This design comes from an exercise in tuning for small area and a short achievable clock period on the open sky130 flow, not from production work. Function was checked by simulation only, so behaviour that the tests miss may differ from the original. Power figures rest on the tool's default switching activity, not on a simulated workload.

`flow/design.v`:
```
module viking_core (
    input  wire        clk,
    input  wire        rst,           
    input  wire [31:0] budget,        
    output wire        mem_req,
    output wire        mem_we,
    output wire [14:0] mem_addr,
    output wire [23:0] mem_wdata,
    input  wire [23:0] mem_rdata,
    input  wire        mem_ready,
    output wire        done,
    output wire [23:0] reg_a,
    output wire [23:0] reg_b,
    output wire [14:0] reg_x1,
    output wire [14:0] reg_x2,
    output wire [14:0] reg_x3,
    output wire [14:0] reg_pc,
    output wire        flag_overflow,
    output wire        flag_halted,
    output wire [63:0] cost_cycles,
    output wire        diag_valid,
    output wire [5:0]  diag_op,
    output wire [14:0] diag_fa
);
    localparam [5:0] OP_HLT = 6'o00, OP_XEC = 6'o02, OP_STB = 6'o03, OP_STA = 6'o05,
                     OP_ADD = 6'o10, OP_SUB = 6'o11, OP_SKG = 6'o12, OP_SKN = 6'o13,
                     OP_ANA = 6'o15, OP_ORA = 6'o16, OP_ERA = 6'o17,
                     OP_LDB = 6'o23, OP_LDA = 6'o24, OP_JSL = 6'o27,
                     OP_MPY = 6'o34, OP_DIV = 6'o35, OP_ARS = 6'o40, OP_ALS = 6'o41,
                     OP_TAB = 6'o55, OP_LDX = 6'o56, OP_IAB = 6'o57, OP_SIX = 6'o66,
                     OP_JPL = 6'o70, OP_JZE = 6'o71, OP_JMI = 6'o72, OP_JNZ = 6'o73,
                     OP_JMP = 6'o74, OP_NOP = 6'o77;
    localparam [1:0] S_F = 2'd0, S_I = 2'd1, S_E = 2'd2;
    reg [23:0] A, B;
    reg [14:0] X1, X2, X3, P;
    reg        overflow, halted;
    reg [63:0] cycles;
    reg [1:0]  st;
    reg        fresh;      
    reg [5:0]  op;
    reg [1:0]  xsel;
    reg [14:0] ea;
    reg [3:0]  depth;
    reg        bstop;      
    reg [23:0] M;          
    reg        wp;         
    reg        md_busy, md_div, md_fix;
    reg [3:0]  md_cnt;
    wire stopped  = halted | bstop;
    wire boundary = (st == S_F) | fresh;
    assign done   = boundary & stopped & ~md_busy & ~wp;
    wire d_hlt = (op == OP_HLT), d_xec = (op == OP_XEC), d_stb = (op == OP_STB),
         d_sta = (op == OP_STA), d_add = (op == OP_ADD), d_sub = (op == OP_SUB),
         d_skg = (op == OP_SKG), d_skn = (op == OP_SKN), d_ana = (op == OP_ANA),
         d_ora = (op == OP_ORA), d_era = (op == OP_ERA), d_ldb = (op == OP_LDB),
         d_lda = (op == OP_LDA), d_jsl = (op == OP_JSL), d_mpy = (op == OP_MPY),
         d_div = (op == OP_DIV), d_ars = (op == OP_ARS), d_als = (op == OP_ALS),
         d_tab = (op == OP_TAB), d_ldx = (op == OP_LDX), d_iab = (op == OP_IAB),
         d_six = (op == OP_SIX), d_jpl = (op == OP_JPL), d_jze = (op == OP_JZE),
         d_jmi = (op == OP_JMI), d_jnz = (op == OP_JNZ), d_jmp = (op == OP_JMP),
         d_nop = (op == OP_NOP);
    wire impl = d_hlt | d_xec | d_stb | d_sta | d_add | d_sub | d_skg | d_skn | d_ana |
                d_ora | d_era | d_ldb | d_lda | d_jsl | d_mpy | d_div | d_ars | d_als |
                d_tab | d_ldx | d_iab | d_six | d_jpl | d_jze | d_jmi | d_jnz | d_jmp | d_nop;
    wire op_rd  = d_lda | d_ldb | d_add | d_sub | d_ana | d_ora | d_era | d_mpy | d_div |
                  d_skg | d_skn | (d_ldx & (xsel != 2'd0));
    wire op_wr  = d_sta | d_stb | d_jsl | d_six;
    wire op_mem = op_rd | op_wr;
    wire op_w   = d_add | d_sub | d_ana | d_ora | d_era | d_mpy | d_div;
    wire xec_lim = d_xec & (depth == 4'd8);
    wire op_halt = d_hlt | ~impl | xec_lim;
    wire a_zero = (A[22:0] == 23'd0);
    wire taken  = d_jmp | d_xec | (d_jpl & ~A[23] & ~a_zero) | (d_jze & a_zero) |
                  (d_jmi & A[23]) | (d_jnz & ~a_zero);
    wire [14:0] x_exec = (xsel == 2'd1) ? X1 : (xsel == 2'd2) ? X2 :
                         (xsel == 2'd3) ? X3 : 15'd0;
    wire [14:0] x_fetch = (mem_rdata[16:15] == 2'd1) ? X1 :
                          (mem_rdata[16:15] == 2'd2) ? X2 :
                          (mem_rdata[16:15] == 2'd3) ? X3 : 15'd0;
    wire [14:0] pinc = P + 15'd1;
    wire e_hold = (fresh & stopped) | md_busy;
    wire e_bus  = ~op_halt;                  
    wire e_go   = (st == S_E) & ~e_hold & (mem_ready | ~e_bus);
    wire e_fetch = ~op_mem & ~op_halt;       
    reg        bus_req, bus_we;
    reg [14:0] bus_addr;
    reg [23:0] bus_wdata;
    always @(*) begin
        bus_req   = 1'b0;
        bus_we    = 1'b0;
        bus_addr  = P;
        bus_wdata = {9'd0, x_exec};
        if (d_sta) bus_wdata = A;
        else if (d_stb) bus_wdata = B;
        else if (d_jsl) bus_wdata = {9'd0, pinc};
        case (st)
            S_F: begin
                bus_req  = ~stopped;
                bus_addr = P;
            end
            S_I: begin
                bus_req  = ~(fresh & stopped);
                bus_addr = ea;
            end
            default: begin
                bus_req  = ~e_hold & e_bus;
                bus_we   = op_wr;
                bus_addr = (op_mem | taken) ? ea : pinc;
            end
        endcase
    end
    assign mem_req   = bus_req;
    assign mem_we    = bus_we;
    assign mem_addr  = bus_addr;
    assign mem_wdata = bus_wdata;
    wire f_go = ((st == S_F) & ~stopped & mem_ready) | (e_go & e_fetch);
    reg [5:0] cost;
    always @(*) begin
        if (op_halt | d_nop | d_xec | d_tab | d_ldx | d_jmp) cost = 6'd5;
        else if (d_jpl | d_jze | d_jmi | d_jnz) cost = 6'd6;
        else if (d_mpy) cost = 6'd28;
        else if (d_div) cost = 6'd44;
        else if (d_ars | d_als) cost = 6'd5 + {1'b0, ea[4:0]};
        else cost = 6'd10;
    end
    wire [63:0] cycles_nx = cycles + (e_go ? {58'd0, cost} : 64'd0);
    wire        halted_nx = halted | (e_go & op_halt & ~d_hlt) | (e_go & d_hlt);
    wire [23:0] rd = mem_rdata;
    wire rd_zero = (rd[22:0] == 23'd0);
    wire a_neg   = A[23] & ~a_zero;
    wire r_neg   = rd[23] & ~rd_zero;
    reg  skg_gt;
    always @(*) begin
        if (!a_neg && r_neg)      skg_gt = 1'b1;
        else if (a_neg && !r_neg) skg_gt = 1'b0;
        else if (!a_neg)          skg_gt = A[22:0] > rd[22:0];
        else                      skg_gt = A[22:0] < rd[22:0];
    end
    wire skip = (d_skg & skg_gt) | (d_skn & (A != rd));
    wire [22:0] mA = A[22:0], mM = M[22:0];
    wire        m_sgn    = d_sub ? ~M[23] : M[23];
    wire        eff_sub  = (A[23] != m_sgn) | d_div;
    wire [23:0] s1       = {1'b0, mA} + {1'b0, mM ^ {23{eff_sub}}} + {23'd0, eff_sub};
    wire [22:0] s2       = mM - mA;
    wire        a_ge_m   = s1[23];             
    reg  [23:0] add_res;
    reg         add_ovf;
    always @(*) begin
        add_ovf = 1'b0;
        if (!eff_sub) begin
            add_ovf = s1[23];
            add_res = {(A[23] && (s1 != 24'd0)), s1[22:0]};
        end else if (a_ge_m) begin
            add_res = (s1[22:0] == 23'd0) ? 24'd0 : {A[23], s1[22:0]};
        end else begin
            add_res = {m_sgn, s2};
        end
    end
    wire        w_md  = wp & (d_mpy | (d_div & ~a_ge_m));    
    wire        mdiv  = wp ? d_div : md_div;
    wire [22:0] hi0   = (wp & d_mpy) ? 23'd0 : A[22:0];
    wire [23:0] a1    = mdiv ? {hi0, B[22]} : {1'b0, hi0};
    wire [23:0] b1    = mdiv ? {1'b1, ~mM} : {1'b0, mM & {23{B[0]}}};
    wire [24:0] t1    = {1'b0, a1} + {1'b0, b1} + {24'd0, mdiv};
    wire        q1    = t1[24];
    wire [22:0] hi1   = mdiv ? (q1 ? t1[22:0] : a1[22:0]) : t1[23:1];
    wire [23:0] a2    = mdiv ? {hi1, B[21]} : {1'b0, hi1};
    wire [23:0] b2    = mdiv ? {1'b1, ~mM} : {1'b0, mM & {23{B[1]}}};
    wire [24:0] t2    = {1'b0, a2} + {1'b0, b2} + {24'd0, mdiv};
    wire        q2    = t2[24];
    wire [22:0] hi2   = mdiv ? (q2 ? t2[22:0] : a2[22:0]) : t2[23:1];
    wire [22:0] lo1   = mdiv ? {B[21:0], q1} : {t1[0], B[22:1]};
    wire [22:0] lo2   = mdiv ? {B[20:0], q1, q2} : {t2[0], t1[0], B[22:2]};
    wire [22:0] ars_m = A[22:0] >> ea[4:0];
    wire [22:0] als_m = A[22:0] << ea[4:0];
    wire [14:0] ea_f = mem_rdata[14:0] + x_fetch;
    always @(posedge clk) begin
        if (rst) begin
            A        <= 24'd0;
            B        <= 24'd0;
            X1       <= 15'd0;
            X2       <= 15'd0;
            X3       <= 15'd0;
            P        <= 15'd0;
            overflow <= 1'b0;
            halted   <= 1'b0;
            cycles   <= 64'd0;
            st       <= S_F;
            fresh    <= 1'b0;
            depth    <= 4'd0;
            bstop    <= 1'b0;
            wp       <= 1'b0;
            md_busy  <= 1'b0;
            md_fix   <= 1'b0;
        end else begin
            cycles <= cycles_nx;
            halted <= halted_nx;
            bstop  <= (budget != 32'd0) && (cycles_nx >= {32'd0, budget});
            wp     <= 1'b0;
            if (wp) begin
                if (d_add | d_sub) begin
                    A <= add_res;
                    if (add_ovf) overflow <= 1'b1;
                end
                if (d_ana) A <= A & M;
                if (d_ora) A <= A | M;
                if (d_era) A <= A ^ M;
                if (d_div & a_ge_m) overflow <= 1'b1;
                if (w_md) begin
                    A[22:0] <= hi1;
                    B[22:0] <= lo1;
                    md_busy <= 1'b1;
                    md_div  <= d_div;
                    md_fix  <= 1'b0;
                    md_cnt  <= 4'd0;
                    if (d_mpy) begin
                        A[23] <= (B[23] ^ M[23]) & (B[22:0] != 23'd0) & (mM != 23'd0);
                        B[23] <= (B[23] ^ M[23]) & (B[22:0] != 23'd0) & (mM != 23'd0);
                    end else begin
                        B[23] <= A[23] ^ M[23];
                    end
                end
            end
            if (md_busy) begin
                if (md_fix) begin
                    A[23]   <= A[23] & (A[22:0] != 23'd0);
                    B[23]   <= B[23] & (B[22:0] != 23'd0);
                    md_busy <= 1'b0;
                end else begin
                    A[22:0] <= hi2;
                    B[22:0] <= lo2;
                    md_cnt  <= md_cnt + 4'd1;
                    if (md_cnt == 4'd10) begin
                        if (md_div) md_fix <= 1'b1;
                        else        md_busy <= 1'b0;
                    end
                end
            end
            if (f_go) begin
                op    <= mem_rdata[23:18];
                xsel  <= mem_rdata[16:15];
                ea    <= ea_f;
                P     <= mem_addr;
                st    <= mem_rdata[17] ? S_I : S_E;
            end
            case (st)
                S_F: if (f_go) fresh <= 1'b0;
                S_I: if (mem_ready && !(fresh && stopped)) begin
                    ea <= mem_rdata[14:0];
                    st <= S_E;
                end
                default: if (e_go) begin
                    depth <= d_xec & ~xec_lim ? depth + 4'd1 : 4'd0;
                    if (op_halt) begin
                        st <= S_F;
                        fresh <= 1'b0;
                        if (!d_hlt) P <= pinc;
                    end else if (op_mem) begin
                        st    <= S_F;
                        fresh <= 1'b0;
                        P     <= d_jsl ? ea + 15'd1 : (skip ? P + 15'd2 : pinc);
                        wp    <= op_w;
                        M     <= mem_rdata;
                        if (d_lda) A <= mem_rdata;
                        if (d_ldb) B <= mem_rdata;
                        if (d_ldx) begin
                            case (xsel)
                                2'd1: X1 <= mem_rdata[14:0];
                                2'd2: X2 <= mem_rdata[14:0];
                                2'd3: X3 <= mem_rdata[14:0];
                                default: ;
                            endcase
                        end
                    end else begin
                        fresh <= ~d_xec;
                        if (d_ars) A <= {A[23], ars_m};
                        if (d_als) A <= {A[23], als_m};
                        if (d_tab) B <= A;
                        if (d_iab) begin A <= B; B <= A; end
                    end
                end
            endcase
        end
    end
    assign diag_valid    = e_go & (~impl | xec_lim);
    assign diag_op       = op;
    assign diag_fa       = P;
    assign reg_a         = A;
    assign reg_b         = B;
    assign reg_x1        = X1;
    assign reg_x2        = X2;
    assign reg_x3        = X3;
    assign reg_pc        = P;
    assign flag_overflow = overflow;
    assign flag_halted   = halted;
    assign cost_cycles   = cycles;
endmodule
```
`flow/run.sh`:
```
#!/bin/bash
# synth_recipe.tcl (not shown) runs the flow's synth.tcl, then flattens the netlist and writes it again
# the make line also repeats each setting of config.mk as NAME=value (left out here)
make -C /OpenROAD-flow-scripts/flow DESIGN_CONFIG=/design/flow/config.mk WORK_HOME=/design/flow/orfs CLKGATE_MAP_FILE= SYNTH_SCRIPT=/design/flow/synth_recipe.tcl finish
```
`flow/config.mk`:
```
export PLATFORM = sky130hd
export DESIGN_NAME = viking_core
export DESIGN_NICKNAME = viking_core
export VERILOG_FILES = /design/flow/design.v
export SDC_FILE = /design/flow/constraint.sdc
export NUM_CORES = 4
export LEC_CHECK = 0
export CAP_MARGIN = 20
export CORE_MARGIN = 2
export CORE_UTILIZATION = 40
export PLACE_DENSITY = 0.6
export SLEW_MARGIN = 20
```
`flow/constraint.sdc`:
```
create_clock -name core_clock -period 12.0 [get_ports {clk}]
set_input_delay 2.4000 -clock core_clock [delete_from_list [all_inputs] [get_ports {clk}]]
set_output_delay 2.4000 -clock core_clock [all_outputs]
set_load 0.01 [all_outputs]
```
==> run notes <==
[worst max path at each step]
stage / start / endpoint / cells after the start / slack (ps)
2_1_floorplan: op[5]$_DFFE_PP_ / A[7]$_SDFF_PP0_ / 39 / 3420
3_3_place_gp: op[4]$_DFFE_PP_ / A[9]$_SDFF_PP0_ / 30 / 2180
3_5_place_dp: op[4]$_DFFE_PP_ / A[9]$_SDFF_PP0_ / 30 / 2100
4_1_cts: op[4]$_DFFE_PP_ / A[9]$_SDFF_PP0_ / 30 / 2070
5_1_grt: op[4]$_DFFE_PP_ / A[9]$_SDFF_PP0_ / 30 / 1270
6_report: op[4]$_DFFE_PP_ / A[9]$_SDFF_PP0_ / 30 / 1800
[placed cells by master, fill, tap and decap left out, drive strengths merged, types with 30 or more instances in the layout]
cell	count
nand2	539
nor2	394
a21oi	374
clkdlybuf4s50	295
o21ai	286
ha	220
dfxtp	185
inv	180
xnor2	137
buf	127
nand3	107
a211oi	81
o22ai	77
nor3	76
mux2i	74
and2	72
xor2	68
clkbuf	57
nand4	56
edfxtp	52
o211ai	52
a21o	46
nor4	46
a31oi	46
nor2b	42
a221oi	40
o221ai	40
and3	39
mux2	36
nand2b	31
o21a	30
[power breakdown]
| part | switching (mW) | leakage, nW | internal [mW] | total (mW) |
|---|---|---|---|---|
| sequential | 0.0726 | 1.98 | 0.858 | 0.930 |
| clock | 0.442 | 0.587 | 0.663 | 1.11 |
| combinational | 0.658 | 10.4 | 0.386 | 1.04 |
[registers in the layout, summed over array words and instances, names as in the netlist, 2 cells and up]
register  count
xsel          2
X1           15
ea           15
st            2
X3           15
md_cnt        4
X2           15
cycles       64
B            24
op            6
A            24
M            24
depth         4
P            15
[cell families (layout without fill, tap and decap cells)]
kind of cell | count (synthesis) | in the layout
compound gates | 1329 | 1329
xor+xnor | 207 | 207
fa+ha+maj | 228 | 228
buf+inv | 502 | 668
flops | 237 | 237
mux | 133 | 133
other cells | 0 | 7
simple gates | 1478 | 1478
[area by class of cell]
type                       instances  area, sq um  area share, %
inverter                         184          692           2.02
tap                              950         1190           3.48
sequential                       237         5270           15.4
timing repair buffer             422         3920           11.5
clock inverter                     5         68.8          0.201
antenna                            7         17.5         0.0512
clock buffer                      57         1120           3.28
multi-input combinational       3375        21900           64.1
[through the flow]
stage / cells / area [sq um] / worst slack, ps
floorplan: 4114 / 29100 / 3420
global placement: 5166 / 32900 / 2180
detailed placement: 5167 / 33000 / 2100
CTS: 5229 / 34200 / 2070
global route: 5230 / 34200 / 1270
finish: 5237 / 34200 / 1800
[critical path, delay by kind of cell, from the launching register on]
| kind | cells | cell delay [ps] |
|---|---|---|
| compound gates | 15 | 4290 |
| simple gates | 7 | 2380 |
| flops | 1 | 830 |
| fa+ha+maj | 3 | 1040 |
| mux | 2 | 620 |
| buf+inv | 3 | 830 |
[metal layers]
layer / track usage, % / vias up / share of wire [%]
met5: 0 / - / 0.055
met4: 24.1 / 12 / 7.2
met3: 13.6 / 590 / 14
met2: 57.2 / 2457 / 41
met1: 50.7 / 16200 / 38
li1: - / 15300 / -
==> flow_summary.toml <==
[pwr]
fin_total_pwr_mw = 3.08
ir_drop_mv = 0.0755
power.density_nw_per_um2 = 90.0
p_leak_nw = 12.9

[yosys]
synth_edf_count = 52
synth.distinct_cells = 95
muxShareOfSynthArea_pct = 5.72
synthSimpleGateAreaFrac_pct = 23.3
synth_seq_cells = 237
synth_xor_area_share_pct = 6.33
synth-compound-area-share_pct = 29.6
synth_top_area_share_pct = 12.7
synth-seq-area-share_pct = 18.1
async_reset_ff_share_pct = 0
yosysWarnings = 1
avgSynthCellArea_sq_um = 7.07
synth_top_family_by_area = "compound AO/OA/AOI/OAI gates"
synth_top_cells_by_count = "539 x nand2_1, 392 x nor2_1, 372 x a21oi_1, 282 x o21ai_0, 235 x clkbuf_1"
syn-instance-count = 4114
synthesis.nets = 4401
syn_area_sq_um = 29100
yosysTopAreaCell = "dfxtp_1"
synthFlopType = "dfxtp_1"
synthTopCellsByArea = "dfxtp_1 13%, ha_1 9.5%, nand2_1 7.0%"
synthAdderAreaFrac_pct = 10.0
synth_most_common_cell = "nand2_1"

[global_routing]
grtUsageTotal_pct = 39.7
grt_pass1_vias = 31900
antenna_found_initial = 8
grt_max_degree = 94
grt_pass1_wl_mm = 222
overflow = 0

[sta]
finalSetupTns_ps = 0
setup_viol = 0
fmax_ghz = 0.0981
worst_slew_pin_slew_ps = 1230
drv_slew = 0
maxSlewHeadroom_pct = 17.1
rsz0062_at_grt = "false"
hold_viol_final = 0
clock-skew-final_ps = 35.1
fin_hold_ws_ps = 487
timing.final.crit_share_pct = 85.0
min_period_ps = 10200

[cts]
cts-buffers-inserted = 35
path_clk_slew_ps = 60
insertion_delay_ps = 580
cts.repair.resized = 0
cts_setup_buffers = 0
cts_tree = "built"
clock_sinks = 237
clockBufferDepth = 3
cts-root-buf = "clkbuf_16"
cts_hold_buf = 0
htree_levels = 2

[placed_design]
portBuffers = 296
finalWeightedCongestion = 1.04
hpwl_mm = 112

[worst_setup_path]
start_kind = "register"
crit-reg2reg-launch = "op[4]$_DFFE_PP_"
critPathMaxFanout = 41
r2r_cells = 30
r2r_slack_ps = 1800
end_kind = "register"
crit_path_max_incr_delay_ps = 830
required_ps = 12400
slowest_stage = "edfxtp_1"
cp.arrival_ps = 10590
r2r_end = "A[9]$_SDFF_PP0_"
crit_type = "register to register"

[floorplanning]
rows = 98
die_w_microns = 274
die_area_sq_um = 74900
die_h_microns = 274
initial_core_util_pct = 40.5
io-pin-count = 297
core_area_sq_um = 71700

[route]
wirelength_mm = 155
drt_iter0_markers = 5175
antenna_left = 0
wl_per_cell_microns = 29.5
via_per_inst = 6.59
drcViolationCount = 0
vias = 34500
dr.pass1.iters = 8

[worst_hold_path]
hold_depth = 2
min_path_type = "register to register"
hold_end = "X3[14]$_SDFFE_PP0P_"
holdCritStartpoint = "X3[14]$_SDFFE_PP0P_"

[run]
maxCapViolCount = 0

[status]
status = "no timing/DRC/antenna violations"

[cells_and_area]
fin_util_pct = 47.7
final_nets = 4542
nFillCells = 7334
drive_gt1_share_pct = 7.06
syn_to_final_growth_pct = 17.6
Testbench counts, summed over its fixed seeds: clk cycles 299,903.

re-timing with driven ports:
Ports are ideal in the flow. The routed layout listed here was re-timed in OpenROAD.
Step 1: set_driving_cell puts a clkbuf_16 on clk and a buf_2 on each other input, an assumption about the parent block.
Step 2, shift: input delay + t, output delay - t, t = (earliest + latest rising clock arrival at the registers) / 2. This alone moves slack from input paths to output paths.
Three values: ideal, step 1, step 2; two values: the first two.
shift t [ns]: 0.625
slack for setup (ns): 1.802 / 1.802 / 1.802
worst setup path at the end: register to register
latest minus earliest clock arrival (ns): 0.035 / 0.035
After both steps this run still meets setup and hold. The setup slack of this run moves by 0.000 ns with the drivers and by 0.000 ns with both steps.
